This is an optimization exercise on Yosys and OpenROAD, whose aim is small area, a short achievable clock period and few clock cycles, not a production implementation.
Function was checked by simulation only, so behaviour that the tests miss may differ from the original.
Power and IR drop assume default switching activity.

red:
## tcore
module tcore (
    input  wire        clk,
    input  wire        rst,
    input  wire        req_valid,
    input  wire        req_we,
    input  wire [8:0]  req_addr,
    input  wire [31:0] req_wdata,
    output reg         rsp_valid,
    output reg  [31:0] rsp_rdata
);
    localparam [2:0] E_NONE    = 3'd0;
    localparam [2:0] E_ILLEGAL = 3'd1;
    localparam [2:0] E_OPERAND = 3'd2;
    localparam [2:0] E_BOUNDS  = 3'd3;
    localparam [2:0] E_TRYTE   = 3'd4;
    localparam [2:0] E_TRIT    = 3'd5;
    localparam [2:0] E_INCOVF  = 3'd6;
    localparam integer S_IDLE   = 0;
    localparam integer S_LAUNCH = 1;
    localparam integer S_MRD    = 2;
    localparam integer S_DEC    = 3;
    localparam integer S_ENC    = 4;
    localparam integer S_ADD    = 5;
    localparam integer S_ADDF   = 6;
    localparam integer S_INC    = 7;
    localparam integer S_INCW   = 8;
    localparam integer S_SCANI  = 9;
    localparam integer S_SCANY  = 10;
    localparam integer S_SCANT  = 11;
    localparam integer S_SCANP  = 12;
    localparam integer S_MRDT   = 13;
    localparam integer NS       = 14;
    genvar k, r, j;
    integer ik, ir;
    reg [191:0] tm;         
    reg [255:0] ym;         
    reg [31:0] opa, opb, opc, opd;
    reg [31:0] result;
    reg [2:0]  err;
    reg        err_any;
    reg [6:0]  fbase;       
    reg [2:0]  foff;
    reg [7:0]  esum;        
    reg [NS-1:0] st;
    reg        fresh;       
    reg [4:0]  opr;         
    reg        mrd_tm;      
    reg        scan_y;      
    reg        skipchk;     
    reg        tw_ok;       
    reg        inc_fin;     
    reg [6:0]  trp;         
    reg [4:0]  yrp;         
    reg [6:0]  rem;         
    reg [6:0]  wbase;       
    reg [30:0] an;          
    reg        acy;         
  ...
Size in the first run: about 840 flip-flops, ~78 I/O pins, about 0.053 mm² of cells after synthesis.
Settings: LEC_CHECK=0, ABC_CLOCK_PERIOD_IN_PS=3500, CAP_MARGIN=20, CORE_MARGIN=2, CORE_UTILIZATION=40, CTS_CLUSTER_DIAMETER=60, CTS_CLUSTER_SIZE=30, PLACE_DENSITY=0.6, SETUP_SLACK_MARGIN=5, SLEW_MARGIN=20, TNS_END_PERCENT=100; clock period 11.0 ns.
standard.sh (not shown) runs the stock make flow with config.mk's settings and CLKGATE_MAP_FILE= SYNTH_SCRIPT=/design/flow/synth_recipe.tcl, a recipe that flattens the netlist after the stock synthesis.
==> flow/flow/run.sh <==
#!/bin/bash
set -euo pipefail
bash standard.sh \
    "BUFFER_PORTS_ARGS=-buffer_cell sky130_fd_sc_hd__buf_4" \
    MATCH_CELL_FOOTPRINT=0 \
    SETUP_SLACK_MARGIN=7.0 \
    finish > standard_finish.log 2>&1
Testbench counts of red, summed over its fixed seeds: cycles 17,325.
Here is what was changed in the inputs of blue compared with red.
diff --git a/flow/flow/run.sh b/flow/flow/run.sh
--- a/flow/flow/run.sh
+++ b/flow/flow/run.sh
@@ -5,3 +5,3 @@
     MATCH_CELL_FOOTPRINT=0 \
-    SETUP_SLACK_MARGIN=7.0 \
+    SETUP_SLACK_MARGIN=6.5 \
     finish > standard_finish.log 2>&1
diff --git a/flow/config.mk b/flow/config.mk
--- a/flow/config.mk
+++ b/flow/config.mk
@@ -10,6 +10,4 @@
 export CORE_MARGIN = 2
-export CORE_UTILIZATION = 40
-export CTS_CLUSTER_DIAMETER = 60
-export CTS_CLUSTER_SIZE = 30
-export PLACE_DENSITY = 0.6
+export CORE_UTILIZATION = 35
+export PLACE_DENSITY = 0.55
 export SETUP_SLACK_MARGIN = 5
Notes after the runs:
Wire: blue routes less than red
Maximum frequency: blue < red
All of blue and red finish clean.
Re non-clock buffer instance count of the final layout: blue is about 43% down on red.
Sort blue and red by mean number of vias per cell desc -> top: red
Going from red to blue, count of cell instances traversed by the critical path shrinks by 8.
Changes observed in blue relative to red: share of total power in the clock network +2.2 points, area of all sequential standard cells essentially unchanged.
On blue: fraction of layout instances using a drive strength above 1 is 7.8 points lower than what red gave.
Compared with red, number of standard cells in the final layout excluding fillers in blue increased slightly.
Diff blue and red: number of search-and-repair iterations in the first detailed-routing pass lower in blue
What green does differently from blue at the input level:
diff --git a/flow/config.mk b/flow/config.mk
--- a/flow/config.mk
+++ b/flow/config.mk
@@ -11,2 +11,4 @@
 export CORE_UTILIZATION = 35
+export CTS_CLUSTER_DIAMETER = 80
+export CTS_CLUSTER_SIZE = 30
 export PLACE_DENSITY = 0.55
==> run notes <==
Total power delta for green relative to blue: 760 µW lower. Share of the clock period used by the worst path after layout, blue and green: larger value in green. Re die width: no difference whatsoever between blue and green. Comparing blue against green, there is no change at all in synthesized area.
Modified inputs, orange compared to green
diff --git a/flow/config.mk b/flow/config.mk
--- a/flow/config.mk
+++ b/flow/config.mk
@@ -10,6 +10,6 @@
 export CORE_MARGIN = 2
-export CORE_UTILIZATION = 35
-export CTS_CLUSTER_DIAMETER = 80
+export CORE_UTILIZATION = 40
+export CTS_CLUSTER_DIAMETER = 60
 export CTS_CLUSTER_SIZE = 30
-export PLACE_DENSITY = 0.55
+export PLACE_DENSITY = 0.6
 export SETUP_SLACK_MARGIN = 5
Notes after the runs:
orange: all stages complete, timing, DRC and antenna checks passed
On met3 track demand over resource in global routing: orange sits above green.
Relative to green, the leakage power figure measured on orange has increased slightly.
Going from green to orange, die area moved down; H-tree depth reported by CTS increased 1; worst setup slack increased by 48 ps relative to the old numbers; fraction of area in registers held; sequential cell count essentially unchanged.
Core utilization sits higher in orange than in green.
Summary: with green as the reference, first-pass GRT wire length in orange moved down by a few percent.

==> port drivers added, routing unchanged <==
In the flow no input, the clock included, has a driving cell. The finished layouts below were timed again as built, in two steps. Step 1, drivers: a clkbuf_16 drives clk and a buf_2 each remaining input, both assumed. Step 2 also shifts input and output timing later by t, the mid clock arrival at the registers, as if the neighbouring blocks saw the same clock. Three values: ideal ports, drivers, drivers and shift; two values: the first two.
| run | shift t [ns] | setup WS [ns] | worst slew at a driven data input, ns | cell pins on the clock port's net |
|---|---|---|---|---|
| red | 0.804 | 6.751 / 6.738 / 5.934 | 0.20 | 1 |
| blue | 0.785 | 6.518 / 6.521 / 5.735 | 0.23 | 1 |
| green | 0.810 | 6.447 / 6.450 / 5.639 | 0.22 | 1 |
| orange | 0.806 | 6.496 / 6.445 / 5.638 | 0.23 | 1 |
After both steps setup and hold are still met in every run listed. The setup slack of orange, which loses most, moves by -0.051 ns with the drivers and by -0.858 ns with both steps.
